What follows belongs to an exercise in optimizing a design on an open flow for small area, a short achievable clock period and few clock cycles per item; a production flow would make more cautious choices. In this exercise RTL edits were held to simulation tests only and were not proved equivalent to the original.

`flow/run.sh`:
```
#!/bin/bash
# synth_recipe.tcl (not shown) runs the flow's synth.tcl, then flattens the netlist and writes it again
# the make line also repeats each setting of config.mk as NAME=value (left out here)
make -C /OpenROAD-flow-scripts/flow DESIGN_CONFIG=/design/flow/config.mk WORK_HOME=/design/flow/orfs CLKGATE_MAP_FILE= SYNTH_SCRIPT=/design/flow/synth_recipe.tcl finish
```
`flow/config.mk`:
```
export PLATFORM = sky130hd
export DESIGN_NAME = ptce_comp
export DESIGN_NICKNAME = ptce_comp
export VERILOG_FILES = /design/flow/design.v
export SDC_FILE = /design/flow/constraint.sdc
export NUM_CORES = 4
export LEC_CHECK = 0
export CAP_MARGIN = 20
export CORE_MARGIN = 2
export CORE_UTILIZATION = 55
export SLEW_MARGIN = 20
```
`flow/constraint.sdc`:
```
create_clock -name core_clock -period 17.0 [get_ports {clk}]
set_input_delay 3.4000 -clock core_clock [delete_from_list [all_inputs] [get_ports {clk}]]
set_output_delay 3.4000 -clock core_clock [all_outputs]
set_load 0.01 [all_outputs]
```
`flow/design.v`:
```
module ptce_add #(parameter W = 19) (
    input  wire [W-1:0] a,
    input  wire [W-1:0] b,
    input  wire         cin,
    output wire [W-1:0] s
);
    localparam L = (W + 1 <= 2) ? 1 : (W + 1 <= 4) ? 2 : (W + 1 <= 8) ? 3 :
                   (W + 1 <= 16) ? 4 : (W + 1 <= 32) ? 5 : 6;
    localparam N = W + 1;
    wire [N*(L+1)-1:0] g;
    wire [N*(L+1)-1:0] p;
    assign g[N-1:0] = {a & b, cin};
    assign p[N-1:0] = {a ^ b, 1'b0};
    genvar k, i;
    generate
        for (k = 0; k < L; k = k + 1) begin : lv
            for (i = 0; i < N; i = i + 1) begin : bt
                if (i >= (1 << k)) begin : op
                    assign g[(k+1)*N + i] = g[k*N + i] | (p[k*N + i] & g[k*N + i - (1 << k)]);
                    assign p[(k+1)*N + i] = p[k*N + i] & p[k*N + i - (1 << k)];
                end else begin : pass
                    assign g[(k+1)*N + i] = g[k*N + i];
                    assign p[(k+1)*N + i] = p[k*N + i];
                end
            end
        end
    endgenerate
    assign s = (a ^ b) ^ g[L*N + W - 1 : L*N];
endmodule
module ptce_dstep (
    input  wire [16:0] r,
    input  wire        qin,
    input  wire [17:0] dm,
    input  wire        dci,
    output wire [17:0] rn,
    output wire        qb
);
    wire [17:0] rs = {r, qin};
    wire [18:0] tr;
    ptce_add #(.W(19)) u_add (.a({1'b0, rs}), .b({dm[17], dm}), .cin(dci), .s(tr));
    assign qb = ~tr[18];
    assign rn = qb ? tr[17:0] : rs;
endmodule
module ptce_mul (
    input  wire [16:0] a,
    input  wire [20:0] b,
    input  wire [40:0] c,
    output wire [40:0] p
);
    wire [17:0] x = {a[16], a};
    wire [21:0] b1 = {b[20], b};           
    wire [21:0] b2 = {b, 1'b0};            
    wire [40:0] rows [0:8];
    wire [8:0]  neg;
    genvar i;
    generate
        for (i = 0; i < 9; i = i + 1) begin : pp
            wire x0 = (i == 0) ? 1'b0 : x[2*i-1];
            wire x1 = x[2*i];
            wire x2 = x[2*i+1];
            wire one = x1 ^ x0;
            wire two = (x2 & ~x1 & ~x0) | (~x2 & x1 & x0);
            wire ng  = x2 & ~(x1 & x0);
            wire [21:0] sel = ({22{one}} & b1) | ({22{two}} & b2);
            wire [21:0] pv  = sel ^ {22{ng}};
            assign neg[i] = ng;
            wire [21:0] r = {~pv[21], pv[20:0]};
            if (i == 0) begin : r0
                assign rows[i] = {19'd0, r};
            end else begin : rn
                assign rows[i] = ({19'd0, r} << (2*i)) | ({40'd0, neg[i-1]} << (2*i-2));
            end
        end
    endgenerate
    localparam [40:0] K = -(41'h1 << 21) - (41'h1 << 23) - (41'h1 << 25) - (41'h1 << 27)
                         - (41'h1 << 29) - (41'h1 << 31) - (41'h1 << 33) - (41'h1 << 35)
                         - (41'h1 << 37);
    wire [40:0] k0 = K;
    wire [40:0] n8 = {40'd0, neg[8]} << 16;
    wire [40:0] l1s0 = rows[0] ^ rows[1] ^ rows[2];
    wire [40:0] l1c0 = {((rows[0] & rows[1]) | (rows[0] & rows[2]) | (rows[1] & rows[2])), 1'b0};
    wire [40:0] l1s1 = rows[3] ^ rows[4] ^ rows[5];
    wire [40:0] l1c1 = {((rows[3] & rows[4]) | (rows[3] & rows[5]) | (rows[4] & rows[5])), 1'b0};
    wire [40:0] l1s2 = rows[6] ^ rows[7] ^ rows[8];
    wire [40:0] l1c2 = {((rows[6] & rows[7]) | (rows[6] & rows[8]) | (rows[7] & rows[8])), 1'b0};
    wire [40:0] l1s3 = n8 ^ k0 ^ c;
    wire [40:0] l1c3 = {((n8 & k0) | (n8 & c) | (k0 & c)), 1'b0};
    wire [40:0] l2s0 = l1s0 ^ l1c0 ^ l1s1;
    wire [40:0] l2c0 = {((l1s0 & l1c0) | (l1s0 & l1s1) | (l1c0 & l1s1)), 1'b0};
    wire [40:0] l2s1 = l1c1 ^ l1s2 ^ l1c2;
    wire [40:0] l2c1 = {((l1c1 & l1s2) | (l1c1 & l1c2) | (l1s2 & l1c2)), 1'b0};
    wire [40:0] l3s0 = l2s0 ^ l2c0 ^ l2s1;
    wire [40:0] l3c0 = {((l2s0 & l2c0) | (l2s0 & l2s1) | (l2c0 & l2s1)), 1'b0};
    wire [40:0] l3s1 = l2c1 ^ l1s3 ^ l1c3;
    wire [40:0] l3c1 = {((l2c1 & l1s3) | (l2c1 & l1c3) | (l1s3 & l1c3)), 1'b0};
    wire [40:0] l4s0 = l3s0 ^ l3c0 ^ l3s1;
    wire [40:0] l4c0 = {((l3s0 & l3c0) | (l3s0 & l3s1) | (l3c0 & l3s1)), 1'b0};
    wire [40:0] l5s0 = l4s0 ^ l4c0 ^ l3c1;
    wire [40:0] l5c0 = {((l4s0 & l4c0) | (l4s0 & l3c1) | (l4c0 & l3c1)), 1'b0};
    assign p = l5s0 + l5c0;
endmodule
module ptce_comp (
    input  wire        clk,
    input  wire        rst,         
    input  wire        start,
    output wire        ready,
    input  wire [1:0]  mode,
    input  wire [15:0] ut,          
    input  wire [18:0] up,          
    input  wire [15:0] ac1,         
    input  wire [15:0] ac2,         
    input  wire [15:0] ac3,         
    input  wire [15:0] ac4,         
    input  wire [15:0] ac5,         
    input  wire [15:0] ac6,         
    input  wire [15:0] b1,          
    input  wire [15:0] b2,          
    input  wire [15:0] mc,          
    input  wire [15:0] md,          
    output reg         done,
    output reg  [1:0]  t_status,    
    output reg  [1:0]  p_status,    
    output wire [31:0] b5_out,
    output wire [31:0] t10_out,
    output wire [31:0] pres_out
);
    reg        a1_idle, a1_c1, a1_norm, a1_td, a1_b5;
    reg [3:0]  tdc;
    reg [7:1]  a2_m;
    localparam B_PD1 = 1, B_RR = 6, B_RK = 7, B_PD9 = 9, B_FIN = 10;
    reg [10:1] b;
    reg        b_pd;            
    wire b_idle  = ~b_pd & ~b[B_FIN];
    wire b_mul   = b[B_RR] | b[B_RK] | b[B_FIN];
    wire a2_go   = ~b_mul & ~a1_c1;                     
    wire a2_step = a2_go & (~a2_m[7] | b_idle);         
    wire a2_idle = ~|a2_m;
    wire a2_take = a2_idle | (a2_m[7] & a2_step);       
    wire a1_b5_go = a1_b5 & a2_take;
    wire a1_free = a1_idle | a1_b5_go;
    wire b_mul_nx = b[B_RR-1] | b[B_RK-1] | b[B_FIN-1];
    assign ready = a1_free & ~b_mul_nx;
    wire acc = ready & start;
    wire [7:1] a2_m_nx = (a2_step ? {a2_m[6:1], 1'b0} : a2_m) | {6'd0, a1_b5_go};
    reg signed [20:0] rt;       
    reg        [15:0] r_ac5;
    reg        [15:0] r_mca;    
    reg               r_mcs;    
    reg signed [15:0] r_md;
    reg signed [15:0] r_ac1, r_ac2, r_ac3, r_b1, r_b2;
    reg        [15:0] r_ac4;
    reg        [18:0] r_up;
    reg        [1:0]  r_mode;
    reg        [17:0] R;
    reg        [27:0] Q;
    reg signed [20:0] D;        
    reg        [17:0] dm;       
    reg               dci;
    reg f_trange, f_tdiv0;      
    reg signed [15:0] p_ac1, p_ac2, p_ac3, p_b1, p_b2;
    reg        [15:0] p_ac4;
    reg        [18:0] p_up;
    reg        [1:0]  p_mode;
    reg signed [20:0] p_r1;     
    reg        [22:0] p_r2;     
    reg signed [21:0] p_r3;     
    reg signed [18:0] p_r4;     
    reg signed [27:0] a2_b5;
    reg        [1:0]  a2_ts;
    reg               a2_prange;
    reg        [17:0] R2;
    reg        [17:0] Q2;
    reg        [16:0] D2;       
    reg        [19:0] T2;       
    reg        [1:0]  g_ts;
    reg g_prange, g_pdiv0;
    reg g_post;                 
    reg b7_hi;                  
    reg signed [27:0] b5o;      
    reg signed [18:0] presr;    
    assign b5_out   = {{4{b5o[27]}}, b5o};
    wire signed [27:0] b5p8 = b5o + 28'sd8;
    assign t10_out  = {{8{b5p8[27]}}, b5p8[27:4]};
    assign pres_out = {{13{presr[18]}}, presr};
    reg signed [16:0] ma;
    reg signed [20:0] mb;
    reg signed [40:0] madd;
    wire        [40:0] mpu;
    ptce_mul u_mul (.a(ma), .b(mb), .c(madd), .p(mpu));
    wire signed [40:0] mp = mpu;
    reg [15:0] kmode;
    always @(*) begin
        case (p_mode)
            2'd0: kmode = 16'd50000;
            2'd1: kmode = 16'd25000;
            2'd2: kmode = 16'd12500;
            default: kmode = 16'd6250;
        endcase
    end
    wire [9:0]  r_early = Q2[9:0];                   
    wire [17:0] p_val   = {Q2[17:1], Q2[0] & ~b7_hi};
    reg  [7:1]  sm;             
    always @(*) begin
        ma = ({17{b[B_RR]}} & {7'd0, r_early})
           | ({17{b[B_RK]}} & 17'sd3038)
           | ({17{b[B_FIN]}} & -17'sd7357)
           | ({17{a1_c1}}    & {1'b0, r_ac5})
           | ({17{sm[1]}}    & p_r1[16:0])
           | ({17{sm[2]}}    & {p_ac2[15], p_ac2})
           | ({17{sm[3]}}    & {p_ac3[15], p_ac3})
           | ({17{sm[4]}}    & {p_b2[15], p_b2})
           | ({17{sm[5]}}    & {p_b1[15], p_b1})
           | ({17{sm[6]}}    & {1'b0, p_ac4})
           | ({17{sm[7]}}    & {1'b0, kmode});
        mb = ({21{b[B_RR]}} & {11'd0, r_early})
           | ({21{b[B_RK]}} & {1'b0, T2})
           | ({21{b[B_FIN]}} & {3'b000, p_val})
           | ({21{a1_c1}}    & rt)
           | ({21{sm[1] | sm[2] | sm[3]}} & {{4{p_r1[16]}}, p_r1[16:0]})
           | ({21{sm[4] | sm[5]}} & {2'b00, p_r2[18:0]})
           | ({21{sm[6]}}    & {{2{p_r1[20]}}, p_r1[20:2]})
           | ({21{sm[7]}}    & {1'b0, p_r2[19:0]});
        madd = ({41{b[B_RK]}} & 41'sd248446976)            
             | ({41{b[B_FIN]}} & ({8'd0, T2[16:0], 16'd0} + {3'b000, p_val, 20'd0}))
             | ({41{a1_c1}}    & {{10{r_md[15]}}, r_md, 15'd0})
             | ({41{sm[2]}}    & {{12{p_ac1[15]}}, p_ac1, 13'd0})
             | ({41{sm[3]}}    & 41'sd16384)
             | ({41{sm[5]}}    & {{6{p_r4[18]}}, p_r4, 16'd0})
             | ({41{sm[6]}}    & {10'd0, p_ac4, 15'd0});
    end
    wire [17:0] ra1, ra2;
    wire        qa1, qa2;
    ptce_dstep u_a1 (.r(R[16:0]),   .qin(Q[27]), .dm(dm), .dci(dci), .rn(ra1), .qb(qa1));
    ptce_dstep u_a2 (.r(ra1[16:0]), .qin(Q[26]), .dm(dm), .dci(dci), .rn(ra2), .qb(qa2));
    function [4:0] bitlen16(input [15:0] v);
        integer i;
        begin
            bitlen16 = 5'd0;
            for (i = 0; i < 16; i = i + 1)
                if (v[i]) bitlen16 = i + 1;
        end
    endfunction
    function [4:0] bitlen17(input [16:0] v);
        integer i;
        begin
            bitlen17 = 5'd0;
            for (i = 0; i < 17; i = i + 1)
                if (v[i]) bitlen17 = i + 1;
        end
    endfunction
    wire [4:0] n_lm = bitlen16(r_mca);
    wire [4:0] n_ld = bitlen17(D[16:0] ^ {17{D[17]}});
    wire signed [6:0] n_diff = $signed({2'b00, n_lm}) + 7'sd12 - $signed({2'b00, n_ld});
    reg [3:0] n_j;
    always @(*) begin
        if      (n_diff <= 7'sd2)  n_j = 4'd1;
        else if (n_diff >= 7'sd27) n_j = 4'd14;
        else                       n_j = n_diff[4:1] + {3'd0, n_diff[0]};
    end
    wire [44:0] n_rq = {29'd0, r_mca} << (6'd39 - {1'b0, n_j, 1'b0});
    wire [17:0] dm2 = ~{1'b0, D2};
    wire [17:0] rb1, rb2;
    wire        qb1, qb2;
    ptce_dstep u_b1 (.r(R2[16:0]),  .qin(Q2[17]), .dm(dm2), .dci(1'b1), .rn(rb1), .qb(qb1));
    ptce_dstep u_b2 (.r(rb1[16:0]), .qin(Q2[16]), .dm(dm2), .dci(1'b1), .rn(rb2), .qb(qb2));
    wire [20:0] x1_full;
    ptce_add #(.W(21)) u_x1 (.a(D), .b(~{{5{r_md[15]}}, r_md}), .cin(1'b1), .s(x1_full));
    wire x1_bad = (x1_full[20:16] != 5'b00000) && (x1_full[20:16] != 5'b11111);
    wire        qneg = r_mcs ^ D[17];
    wire [27:0] qx   = {1'b0, Q[26:0]} ^ {28{qneg}};
    wire [27:0] b5_v;
    ptce_add #(.W(28)) u_b5 (.a({{10{rt[17]}}, rt[17:0]}), .b(qx), .cin(qneg), .s(b5_v));
    wire [27:0] b6_x = {{10{rt[17]}}, rt[17:0]};
    wire [27:0] b6_k = -28'sd4000;
    wire [27:0] b6_s = b6_x ^ b6_k ^ qx;
    wire [27:0] b6_c = {(b6_x & b6_k) | (b6_x & qx) | (b6_k & qx), 1'b0};
    wire [27:0] b6_v;
    ptce_add #(.W(28)) u_b6 (.a(b6_s), .b(b6_c), .cin(qneg), .s(b6_v));
    wire [27:0] b6o_k = 28'd42340;
    wire [27:0] b6o_s = b6_x ^ b6o_k ^ qx;
    wire [27:0] b6o_c = {(b6_x & b6o_k) | (b6_x & qx) | (b6o_k & qx), 1'b0};
    wire [27:0] b6_o;
    ptce_add #(.W(28)) u_b6o (.a(b6o_s), .b(b6o_c), .cin(qneg), .s(b6_o));
    wire b6_bad = (b6_o[27:17] != 11'd0) || (b6_o[16:0] > 17'd92680);
    wire [21:0] a0_v;
    ptce_add #(.W(22)) u_a0 (.a(p_r3), .b({p_r1[20], p_r1}), .cin(1'b0), .s(a0_v));
    wire [21:0] a0   = p_r3;
    wire        a2nn = !a0[21] || ((a0 == 22'h3FFFFF) && !p_mode[1]);
    wire [25:0] a0s  = {{4{a0[21]}}, a0} << p_mode;
    wire [25:0] vq;
    ptce_add #(.W(26)) u_v (.a({5'd0, p_up, 2'b00}), .b(~a0s),
                            .cin(1'b1), .s(vq));
    wire [25:0] vc = vq + (a2nn ? 26'd1 : -26'd2);
    wire [22:0] v_v = vc[24:2];
    wire v_bad = vc[25] || (vc[24:22] != 3'b000);
    wire [21:0] wchk;
    ptce_add #(.W(22)) u_w (.a({p_r1[20], p_r1}), .b(~{{3{p_r4[18]}}, p_r4}), .cin(1'b1), .s(wchk));
    wire w_bad = ((wchk[21:15] != 7'd0) && (wchk[21:15] != 7'h7F)) ||
                 (p_r1[20] && (p_r1[19:17] != 3'b111));
    reg  [9:0] hi_r;
    reg        hi_s32, hi_u32;
    reg  [8:0] g_hi7;           
    wire bad_hi = (hi_s32 & (hi_r != 10'd0) & (hi_r != 10'h3FF)) |
                  (hi_u32 & (hi_r[9:1] != 9'd0));
    always @(posedge clk) begin
        if (a1_free) begin
            rt     <= $signed({{5{ut[15]}}, ut}) - $signed({5'd0, ac6});
            r_ac5  <= ac5;
            r_mca  <= mc[15] ? (~mc + 16'd1) : mc;
            r_mcs  <= mc[15];
            r_md   <= md;
            r_ac1  <= ac1;
            r_ac2  <= ac2;
            r_ac3  <= ac3;
            r_ac4  <= ac4;
            r_b1   <= b1;
            r_b2   <= b2;
            r_up   <= up;
            r_mode <= mode;
        end
        if (a1_c1) begin
            D   <= mp[35:15];
            dm  <= mp[32] ? mp[32:15] : ~mp[32:15];
            dci <= ~mp[32];
        end
        if (a1_norm) begin
            R        <= {1'b0, n_rq[44:28]};
            Q        <= n_rq[27:0];
            tdc      <= n_j;
            rt       <= x1_full;
            f_trange <= x1_bad;
            f_tdiv0  <= (D == 21'sd0);
        end
        if (a1_td) begin
            R   <= ra2;
            Q   <= {Q[25:0], qa1, qa2};
            tdc <= tdc - 4'd1;
        end
        if (a1_b5_go) begin
            p_ac1     <= r_ac1;
            p_ac2     <= r_ac2;
            p_ac3     <= r_ac3;
            p_ac4     <= r_ac4;
            p_b1      <= r_b1;
            p_b2      <= r_b2;
            p_up      <= r_up;
            p_mode    <= r_mode;
            p_r1      <= {{3{b6_v[17]}}, b6_v[17:0]};
            a2_b5     <= b5_v;
            a2_ts     <= f_trange ? 2'd2 : (f_tdiv0 ? 2'd1 : 2'd0);
        end
        if (a1_b5_go)
            a2_prange <= b6_bad;
        else if (bad_hi || (sm[6] && (w_bad || v_bad)))
            a2_prange <= 1'b1;
        hi_s32 <= sm[4];
        hi_u32 <= sm[6];
        if (sm[4] | sm[6])
            hi_r <= mp[40:31];
        if (sm[1]) p_r2 <= {4'd0, mp[30:12]};
        if (sm[2]) p_r3 <= mp[32:11];
        if (sm[3]) p_r4 <= mp[31:13];
        if (sm[4]) p_r1 <= mp[31:11];
        if (sm[5]) begin
            p_r1 <= mp[36:16];
            p_r3 <= a0_v;
        end
        if (sm[6]) begin
            p_r1 <= {4'd0, mp[31:15]};
            p_r2 <= v_v;
        end
        if (sm[7] & a2_step) begin
            R2       <= {3'd0, mp[31:17]};
            Q2       <= {mp[16:0], 1'b0};
            D2       <= p_r1[16:0];
            b7_hi    <= mp[31];
            b5o      <= a2_b5;
            g_ts     <= a2_ts;
            g_prange <= a2_prange || bad_hi;
            g_hi7    <= mp[40:32];
            g_pdiv0  <= (p_r1[16:0] == 17'd0);
        end
        if (b_pd) begin
            R2 <= rb2;
            Q2 <= {Q2[15:0], qb1, qb2};
        end
        if (b[B_PD1]) begin
            g_post <= ({2'b00, R2[14:0]} >= D2);
            if (g_hi7 != 9'd0) g_prange <= 1'b1;
        end
        if (b[B_RR])
            T2 <= mp[19:0];
        if (b[B_RK])
            T2 <= {3'd0, mp[32:16]};
        if (b[B_FIN]) begin
            presr    <= mp[38:20];
            t_status <= g_ts;
            p_status <= (g_ts != 2'd0) ? 2'd3 :
                        g_prange ? 2'd2 :
                        g_pdiv0  ? 2'd1 :
                        (g_post || (Q2[17:8] > 10'd840)) ? 2'd2 : 2'd0;
        end
        if (rst) begin
            sm      <= 7'd0;
            a1_idle <= 1'b1;
            a1_c1   <= 1'b0;
            a1_norm <= 1'b0;
            a1_td   <= 1'b0;
            a1_b5   <= 1'b0;
            a2_m    <= 7'd0;
            b       <= 10'd0;
            b_pd    <= 1'b0;
            done    <= 1'b0;
        end else begin
            done    <= b[B_FIN];
            a1_idle <= a1_free & ~acc;
            a1_c1   <= acc;
            a1_norm <= a1_c1;
            a1_td   <= a1_norm | (a1_td & (tdc != 4'd1));
            a1_b5   <= (a1_td & (tdc == 4'd1)) | (a1_b5 & ~a1_b5_go);
            a2_m    <= a2_m_nx;
            sm      <= a2_m_nx & {7{~b_mul_nx & ~acc}};
            b       <= {b[9:1], sm[7] & a2_step};
            b_pd    <= (sm[7] & a2_step) | (b_pd & ~b[B_PD9]);
        end
    end
endmodule
```
==> results.py <==
metrics = {
    "timing": {
        "rsz0062_at_grt": "no",
        "finalCritPeriodShare_pct": 57.97,
        "hold_violations": 0,
        "tightest_slew_ns": 1.176,
        "setup_viol": 0,
        "whs_ns": 0.4087,
        "worst_slack_ns": 7.145,
        "min_period_ns": 9.855,
        "skew_ns": 0.04717,
        "slew_headroom_pct": 21.41,
        "max_freq_ghz": 0.1015,
        "drv_slew": 0,
        "fin_tns_setup_ns": 0,
    },
    "detailed_routing": {
        "wl_per_cell_microns": 25.88,
        "num_vias": 42020,
        "final_antenna_net_count": 0,
        "remaining_drc_errors": 0,
        "avgViaCountPerCell": 6.273,
        "drtIter0Drc": 5290,
        "first_pass_iters": 10,
        "wl_microns": 173300,
    },
    "floorplanning": {
        "io_pins": 302,
        "row_count": 113,
        "die_w_microns": 313.7,
        "start_util_pct": 55.53,
        "coreArea_sq_um": 95010,
        "die_y_microns": 313.7,
        "dieArea_sq_um": 98420,
    },
    "clock_tree": {
        "clk_pin_slew_ns": 0.06,
        "postCtsSetupBuffers": 0,
        "cts_buffers": 78,
        "h-tree-depth": 3,
        "clockBufferDepth": 3,
        "ctsResizeCount": 0,
        "cts-root-buf": "clkbuf_16",
        "cts_sinks": 689,
        "cts_hold_buf": 0,
        "cts_tree": "built",
        "clkLatencyLatePin_ns": 0.67,
    },
    "worst_setup_path": {
        "reg2reg_slack_ns": 7.14,
        "cp.arrival_ns": 10.28,
        "worstPathRequired_ns": 17.42,
        "r2r_cells": 28,
        "r2r-start": "p_mode[0]",
        "critPathKind": "reg2reg",
        "crit_path_end": "T2[4]",
        "cp-start-kind": "flop",
        "endpoint_kind": "flop",
        "reg2reg_to": "T2[4]",
        "max_stage_delay_ns": 1.09,
        "cp_max_fo": 38,
        "crit_start": "p_mode[0]",
        "critPathSlowestCell": "ha_1",
    },
    "yosys": {
        "ys_async_sr_fraction_pct": 0,
        "netlist.top_cell.by_area": "edfxtp_1",
        "yosysWarningCount": 2,
        "synth_cells": 5145,
        "synth_cell_types": 86,
        "synth_edf_count": 648,
        "synth_seq_area_share_pct": 38.44,
        "syn_area_sq_um": 52760,
        "synth-seq-cells": 689,
        "syn_nets": 5980,
        "yosysTopAreaCellShare_pct": 36.88,
        "syn_avg_cell_area_sq_um": 10.25,
        "synth_area_leaders": "edfxtp_1 37%, ha_1 10%, fa_1 7.4%, xnor2_1 5.5%, inv_1 3.8%",
        "synth_flop_cell": "edfxtp_1",
    },
    "grt": {
        "grt_usage_pct": 34.67,
        "antenna_found_initial": 10,
        "grt_pass1_vias": 39520,
        "gr-total-overflow": 0,
        "grt_pass1_wl_microns": 254400,
        "grt_max_degree": 78,
    },
    "layout": {
        "drive_gt1_share_pct": 6.390,
        "fin_cells": 6698,
        "fin_nets": 6204,
        "final_area_sq_um": 59730,
        "area_growth_pct": 13.21,
        "fin_util_pct": 62.87,
    },
    "hold_path": {
        "min_path_type": "reg2reg",
    },
    "placed_design": {
        "placed_area_sq_um": 57090,
        "dpl.cell_count": 6552,
        "pre_cts_slack_ns": 6.842,
        "hpwl_microns": 131700,
        "numPortBuffers": 301,
        "place_congestion": 0.9743,
    },
    "outcome": {
        "status": "timing/DRC/antenna clean",
    },
    "flow_run": {
        "maxCapViolations": 0,
    },
}
-- synthesized netlist by cell type (16+ instances only) --
cell type    n
a222oi_1    29
buf_4       26
nand3_1    109
nor2b_1     57
a21oi_1    272
nor4_1      19
and3_1      30
a211oi_1    44
inv_1      535
clkbuf_1   174
a22oi_1    212
o221ai_1    16
and2_1      21
dfxtp_1     41
mux2_2      60
a31oi_1     44
a22o_1      33
a221o_1     24
edfxtp_1   648
nand2b_1    50
a211o_1     17
a221oi_1    19
mux2i_1     70
xor2_1     163
or2_2       17
fa_1       195
ha_1       440
o31ai_1     20
o21a_1      45
nand2_1    339
nor3_1      90
or3_1       33
a21o_1     105
nor2_1     271
o21bai_1    34
xnor2_1    334
o21ai_0    239
nand4_1     27
buf_1       27
-- cell type report --
class	instances	area [sq um]
Clock inverter	44	519.2
Timing Repair Buffer	381	3621
Antenna cell	3	7.507
Sequential cell	689	20300
Fill cell	7977	35280
Clock buffer	97	2074
Tap cell	1265	1583
Multi-Input combinational cell	3683	29610
Inverter	536	2017
-- cells by family (layout without fill, tap and decap cells) --
group                    Yosys count  in the layout  share of synthesized area, %
buffers and inverters            773           1058                         5.708
adder cells (fa/ha/maj)          635            635                         17.83
XOR/XNOR                         498            498                         8.281
AO/OA/AOI/OAI                   1305           1305                         16.82
AND/OR/NAND/NOR                 1104           1104                         9.891
flip-flops                       689            689                         38.44
other                              1              4                      0.007107
multiplexers                     140            140                         3.021
-- flip-flops by register name (all words and copies together) (netlist names), 17 cells and up --
name and count:
D 21, D2 17, Q 28, Q2 18
R 17, R2 17, T2 20, a2_b5 28
b5o 28, dm 18, p_r1 21, p_r2 20
p_r3 22, p_r4 19, p_up 19, presr 19
r_up 19, rt 21
-- per-layer routing --
metal | routed length, microns | part of all wire [%] | global-route usage (%) | vias up
met4 | 7776 | 4.5 | 14.59 | 4
met5 | 23 | 0.013 | 0 | -
met1 | 72420 | 42 | 50.08 | 20330
met2 | 74340 | 43 | 50.79 | 2292
li1 | - | - | - | 19020
met3 | 18770 | 11 | 6.993 | 362
-- how the worst min path moves through the flow --
stage | cells past startpoint | to | from | slack, ns
2_1_floorplan | 0 | hi_s32 | sm[4] | 0.36
3_3_place_gp | 0 | b5o[20] | a2_b5[20] | 0.40
3_5_place_dp | 0 | p_ac2[9] | r_ac2[9] | 0.40
4_1_cts | 0 | p_ac4[15] | r_ac4[15] | 0.41
5_1_grt | 0 | b5o[19] | a2_b5[19] | 0.42
6_report | 0 | p_ac4[4] | r_ac4[4] | 0.41
-- cell usage in the layout (no fill, tap or decap), drive strengths merged, types with 19 or more instances in the layout --
cell and count:
a211oi 44, a21o 105, a21oi 272, a221o 24
a221oi 19, a222oi 29, a22o 33, a22oi 212
a31oi 44, and2 22, and3 30, buf 79
clkbuf 98, clkdlybuf4s50 301, clkinv 29, dfxtp 41
edfxtp 648, fa 195, ha 440, inv 541
mux2 61, mux2i 70, nand2 339, nand2b 50
nand3 109, nand4 27, nor2 271, nor2b 57
nor3 90, nor4 19, o21a 45, o21ai 251
o21bai 34, o31ai 21, or3 33, xnor2 335
xor2 163
-- worst max-delay path, delay by kind of cell, from the launching register on --
| family | cells | cell delay, ns |
|---|---|---|
| AOI/OAI and AO/OA | 7 | 2.03 |
| DFF | 1 | 0.39 |
| adders and majority gates | 8 | 3.78 |
| muxes | 1 | 0.34 |
| buffers and inverters | 6 | 1.21 |
| and+or+nand+nor | 4 | 0.95 |
| xor gates and xnor gates | 2 | 0.89 |
Testbench counts, summed over its fixed seeds: cycles 26,906, items 2,400.

[separate check: timing with driven ports]
The flow's constraints put no driver on any port. The routed layout listed below was extracted and timed again, unchanged, in two steps.
Step 1, drivers: a clkbuf_16 drives clk and a buf_2 each remaining input, both assumed.
Step 2 times the ports against the registers' clock, not the clock port: input delays grow and output delays shrink by t, the midpoint of the rising clock arrivals with the driver on.
a / b / c = ideal ports / drivers / drivers and shift; a / b = the first two.
t, ns: 0.714
slack for setup (ns): 7.145 / 7.145 / 7.145
cell pins on the clock port's net: 1
After both steps this run still meets setup and hold. The setup slack of this run moves by 0.000 ns with the drivers and by 0.000 ns with both steps.
